Source: an optimization exercise on an open RTL-to-GDS flow (aim: small area, a short achievable clock period and few clock cycles per item). Production flows keep margins and buffers that such runs may drop. In this exercise RTL edits were held to simulation tests only and were not proved equivalent to the original. Power figures rest on the tool's default switching activity, not on a simulated workload.

## old
Design beep_env, start of the top module:
module beep_env (
  input             clk,
  input             rst,
  input             start,
  input      [31:0] env,         
  input      [31:0] gain,        
  output reg        ready,
  output reg        done,
  output reg        lut_we,
  output     [7:0]  lut_addr,
  output     [15:0] lut_data
);
Size: about 1500 cells after synthesis, ~170 flip-flops, roughly 94 I/O pins, roughly 12000 um2 of cells after synthesis.
clock: 10.0 ns
lec_check: 0
abc_area: 1
cap_margin: 0
core_margin: 2
core_utilization: 40
cts_buf_list: sky130_fd_sc_hd__clkbuf_8
place_density: 0.6
slew_margin: 0
standard.sh (not shown) runs the stock make flow with config.mk's settings and CLKGATE_MAP_FILE= SYNTH_SCRIPT=/design/flow/synth_recipe.tcl, a recipe that flattens the netlist after the stock synthesis.
==> flow/flow/run.sh <==
#!/bin/bash
set -euo pipefail
export BUFFER_PORTS_ARGS="-buffer_cell sky130_fd_sc_hd__buf_1"
export SETUP_SLACK_MARGIN=7
bash standard.sh > standard_flow.log 2>&1
old completed end to end with timing, DRC and antenna clean.
Testbench counts of old, summed over its fixed seeds: cycles 26,026, builds 96.
diff inputs: old => new
-- flow/flow/run.sh --
<<< old, line 4
export SETUP_SLACK_MARGIN=7
>>> new, line 4
export SETUP_SLACK_MARGIN=6
[summary]
Between old and new, the number of cells in the design after placement figures differ only marginally.
new vs old on worst setup skew after layout: new is the higher one.
On total combinational power: new sits below old.
Measured against old, the final wirelength of new comes out at 0.873 times the reference value.
Taking old as the reference, in new cell area after layout has decreased; relative slew slack has decreased; clock network fraction of total power has increased.
new ended with less maximum clock rate than old.
Relative to old, minimum clock period increased by 0.39 ns in new.
The lower area taken by flip-flops and latches of new and old is in new.
A critical path class of reg -> out is what old shows, while reg -> reg belongs to new.

* * *

Setup of indigo:
The RTL this note starts from:
==> flow/design.v <==
module beep_env_div (
  input            clk,
  input            first,    
  input            step,     
  input            cbit,     
  input      [7:0] d,
  output reg [7:0] rem,
  output reg       qb
);
  wire [7:0] rem_in = first ? 8'd0 : rem;
  wire [8:0] rem_sh = {rem_in, cbit};
  wire [9:0] diff   = {1'b0, rem_sh} - {2'b0, d};
  wire       qbit   = ~diff[9];
  always @(posedge clk) begin
    if (step) begin
      rem <= qbit ? diff[7:0] : rem_sh[7:0];
      qb  <= qbit;
    end
  end
endmodule
module beep_env (
  input             clk,
  input             rst,
  input             start,
  input      [31:0] env,         
  input      [31:0] gain,        
  output reg        ready,
  output reg        done,
  output reg        lut_we,
  output     [7:0]  lut_addr,
  output     [15:0] lut_data
);
  localparam [2:0] P_IDLE = 3'd0,
                   P_INIT = 3'd1,
                   P_RL   = 3'd2,
                   P_SU   = 3'd3,
                   P_DC   = 3'd4,
                   P_AT   = 3'd5;
  localparam [1:0] K_R = 2'd0, K_D = 2'd1, K_A = 2'd2;
  reg [2:0]  ph;
  reg [7:0]  atk, dec, sus, relp;    
  reg [23:0] g;
  reg        gbig;
  reg [8:0]  de;        
  reg        suNE;      
  reg        dcNE;      
  reg        atNE;      
  reg        nA;        
  reg [8:0]  i;         
  reg        last;      
  reg [23:0] acc;       
  reg        asat;      
  reg [23:0] qg;        
  reg        qsat;
  reg [7:0]  r;         
  reg        cn;        
  reg [1:0]  dk;        
  reg        jb, jr;    
  reg [3:0]  jc;        
  reg        hm;        
  reg        pr;        
  wire [7:0] sep  = ~relp;
  wire [2:0] fin  = atNE ? P_AT : dcNE ? P_DC : suNE ? P_SU : P_RL;
  wire [7:0] dsel = (dk == K_R) ? relp : (dk == K_D) ? dec : atk;
  wire       sbit = sus[~jc[2:0]];
  wire       cbit = (dk == K_A) | (sbit ^ (dk == K_D));
  wire [7:0] rem;
  wire       qb;
  wire       hz = jb & (jc == 4'd0);    
  beep_env_div u_div (
    .clk   (clk),
    .first (hz),
    .step  (jb & ~jc[3]),
    .cbit  (cbit),
    .d     (dsel),
    .rem   (rem),
    .qb    (qb)
  );
  wire [8:0] rsum = {1'b0, r} + {1'b0, rem};
  wire [9:0] rdif = {1'b0, rsum} - {2'b0, dsel};
  wire       rc   = ~rdif[9];
  wire [7:0] rnxt = rc ? rdif[7:0] : rsum[7:0];
  wire [23:0] ax   = hm ? qg : acc;
  wire        zb   = hm ? qb : cn;
  wire [25:0] asum = {2'b0, ax} + {2'b0, qg} + (zb ? {2'b0, g} : 26'd0);
  wire        aovf = asum[25] | asum[24] | (zb & gbig);
  reg        adv;       
  reg        enter;     
  reg        fini;      
  reg [2:0]  np;        
  wire       jok      = jr | (jb & jc == 4'd8);    
  wire [2:0] after_rl = suNE ? P_SU : dcNE ? P_DC : P_AT;
  wire [2:0] after_su = dcNE ? P_DC : P_AT;
  wire       ok_at    = ~nA | ((dk == K_A) & jok);
  always @* begin
    adv   = 1'b0;
    enter = 1'b0;
    fini  = 1'b0;
    np    = ph;
    case (ph)
      P_INIT: begin
        np = P_RL;
        enter = 1'b1;
        adv = jok;
      end
      P_RL, P_SU, P_DC, P_AT:
        if (!last) adv = 1'b1;
        else if (ph == fin) fini = 1'b1;
        else begin
          enter = 1'b1;
          np = (ph == P_RL) ? after_rl : (ph == P_SU) ? after_su : P_AT;
          adv = (np == P_SU) | (np == P_DC & pr) | (np == P_AT & ok_at);
        end
      default: ;
    endcase
  end
  wire       zero_n = enter & ((np == P_RL) | (np == P_AT));    
  wire       step_n = ~zero_n & ((np == P_RL) | (np == P_DC) | (np == P_AT));
  wire [8:0] i_pm   = (ph == P_AT) ? i + 9'd1 : i - 9'd1;
  reg  [8:0] inx;
  reg        we_n;
  always @* begin
    if (!enter) begin
      inx  = i_pm;
      we_n = (ph == P_RL) ? (i > de) : (ph == P_DC) ? ~(i[8] & |i[7:0]) : 1'b1;
    end else case (np)
      P_RL:    begin inx = 9'd255;             we_n = ~de[8]; end
      P_SU:    begin inx = {1'b0, sep - 8'd1}; we_n = 1'b1; end
      P_DC:    begin inx = de - 9'd1;          we_n = ~(de[8] & |de[7:0]); end
      default: begin inx = 9'd0;               we_n = 1'b1; end
    endcase
  end
  wire [7:0] atm1 = atk - 8'd1;
  reg  [8:0] stop;
  always @* begin
    case (np)
      P_RL:    stop = {1'b0, sep};
      P_SU:    stop = de;
      P_DC:    stop = {1'b0, atk};
      default: stop = {1'b0, atm1};
    endcase
  end
  wire last_n = (inx == stop);
  wire lrl  = adv & last_n & (np == P_RL);
  wire ldc  = adv & last_n & (np == P_DC);
  wire js_d = lrl & dcNE;
  wire js_a = nA & ((lrl & ~dcNE) | ldc);
  assign lut_addr = i[7:0];
  assign lut_data = acc[23:8] | {16{asat}};
  wire [8:0] de_c = {1'b0, atk} + {1'b0, dec};
  always @(posedge clk) begin
    if (ready) begin
      atk  <= env[7:0];
      dec  <= env[15:8];
      sus  <= env[23:16];
      relp <= {env[31:25], env[24] | ~|env[31:25]};
      g    <= gain[23:0];
      gbig <= |gain[31:24];
      dk   <= K_R;
      jb   <= 1'b1;
      jr   <= 1'b0;
      jc   <= 4'd0;
      hm   <= 1'b0;
      pr   <= 1'b0;
    end else begin
      if (ph == P_INIT) begin
        de   <= de_c;
        suNE <= de_c < {1'b0, sep};
        dcNE <= |dec;
        atNE <= |atk;
        nA   <= |atk[7:1];
      end
      hm <= jb & ~jc[3];
      if (jb) begin
        jc <= jc + 4'd1;
        if (jc == 4'd8) begin
          jb <= 1'b0;
          jr <= 1'b1;
        end
      end
      if (hz) begin
        qg   <= 24'd0;
        qsat <= 1'b0;
      end else if (hm) begin
        qg   <= asum[23:0];
        qsat <= qsat | aovf;
      end
      if (js_d | js_a) begin
        dk <= js_d ? K_D : K_A;
        jb <= 1'b1;
        jr <= 1'b0;
        jc <= 4'd0;
      end
      if (js_d) begin
        pr <= 1'b0;
      end else if ((dk == K_D) & jr & ~pr) begin
        r  <= rnxt;
        cn <= rc;
        pr <= 1'b1;
      end
      if (adv) begin
        i    <= inx;
        last <= last_n;
        if (zero_n) begin
          acc  <= 24'd0;
          asat <= 1'b0;
          r    <= rem;
          cn   <= 1'b0;
        end else if (step_n) begin
          acc  <= asum[23:0];
          asat <= asat | qsat | aovf;
          r    <= rnxt;
          cn   <= rc;
        end
      end
      if (js_d)
        r <= dec - 8'd1;
    end
    if (rst) begin
      ph     <= P_IDLE;
      ready  <= 1'b1;
      done   <= 1'b0;
      lut_we <= 1'b0;
    end else if (ready) begin
      done   <= 1'b0;
      lut_we <= 1'b0;
      if (start) begin
        ph    <= P_INIT;
        ready <= 1'b0;
      end
    end else if (fini) begin
      done   <= 1'b1;
      lut_we <= 1'b0;
      ph     <= P_IDLE;
      ready  <= 1'b1;
    end else if (adv) begin
      lut_we <= we_n;
      ph     <= np;
    end
  end
endmodule
export LEC_CHECK = 0
export CAP_MARGIN = 0
export CORE_MARGIN = 2
export CORE_UTILIZATION = 65
export CTS_BUF_LIST = sky130_fd_sc_hd__clkbuf_8
export PLACE_DENSITY = 0.85
export SETUP_SLACK_MARGIN = 5
export SLEW_MARGIN = 0
create_clock -name core_clock -period 10.0 [get_ports {clk}]
==> flow/flow/run.sh <==
#!/bin/bash
# Standard ORFS layout; the port buffers are the platform's smallest buffer
# instead of the delay buffer buffer_ports picks on its own.
set -euo pipefail
export BUFFER_PORTS_ARGS="-buffer_cell sky130_fd_sc_hd__buf_1"
bash standard.sh > standard_flow.log 2>&1
indigo ended with every stage complete and zero timing, DRC or antenna violations.
Testbench counts of indigo, summed over its fixed seeds: cycles 26,122, builds 96.
What willow does differently from indigo at the input level:
Settings: CORE_UTILIZATION: 65 -> 40; PLACE_DENSITY: 0.85 -> 0.6.
[summary]
willow: PASS, flow complete, no timing, DRC or antenna violations. Between willow and indigo, it is willow whose die outline height is higher, by 27%. The lower fraction of layout instances using a drive strength above 1 of willow and indigo is in willow. Compared with indigo, in willow maximum number of pins on one net before global-route repair decreased by about 25% relative to the old numbers; routed wire length increased by about 3.4% relative to the old numbers; width of the die increased by about 27% relative to the old numbers. Clock tree cell share of total cell area, willow and indigo: larger value in indigo. Compare willow and indigo | average wire per standard cell higher: indigo.
[inputs] nickel vs willow
Settings: CTS_BUF_LIST no longer set, was sky130_fd_sc_hd__clkbuf_8.
==> run notes <==
Having completed the whole flow, nickel delivered a layout that passed the timing, design-rule and antenna checks.
nickel against willow: final hold slack went down by 3.7 ps, synthesis-to-layout area growth went up by 1.6 points, final standard cell area without fillers went up by 1.5%, slack of the critical path went up by 15 ps.
Between nickel and willow, the via count does not differ in any meaningful way.

[port drivers added, routing unchanged]
No port has a modelled driver above. Below, the same layouts with a new extraction and two added sets of constraints. Step 1: set_driving_cell puts a clkbuf_16 on clk and a buf_2 on each other input, an assumption about the parent block. Step 2 adds t to the input delays and takes it off the output delays; t is the mean of the earliest and latest rising clock arrival at the registers after step 1. Input paths then give back, and output paths get back, about the clock's delay inside the block. Slacks: ideal / step 1 / step 2; pairs: ideal / step 1.
run	t, ns	slack for setup (ns)	hold WS [ns]	slew at the worst register clock pin (ns)	pins driven straight from the clock port
old	0.532	6.617 / 6.572 / 6.689	0.504 / 0.504 / 0.504	0.11 / 0.11	1
new	0.534	6.228 / 6.194 / 6.228	0.492 / 0.492 / 0.492	0.11 / 0.11	1
indigo	0.505	5.314 / 5.314 / 5.314	0.529 / 0.529 / 0.529	0.10 / 0.10	1
willow	0.526	5.420 / 5.420 / 5.420	0.501 / 0.501 / 0.501	0.11 / 0.11	1
nickel	0.493	5.436 / 5.436 / 5.436	0.498 / 0.498 / 0.498	0.08 / 0.08	1
After both steps setup and hold are still met in every run listed.
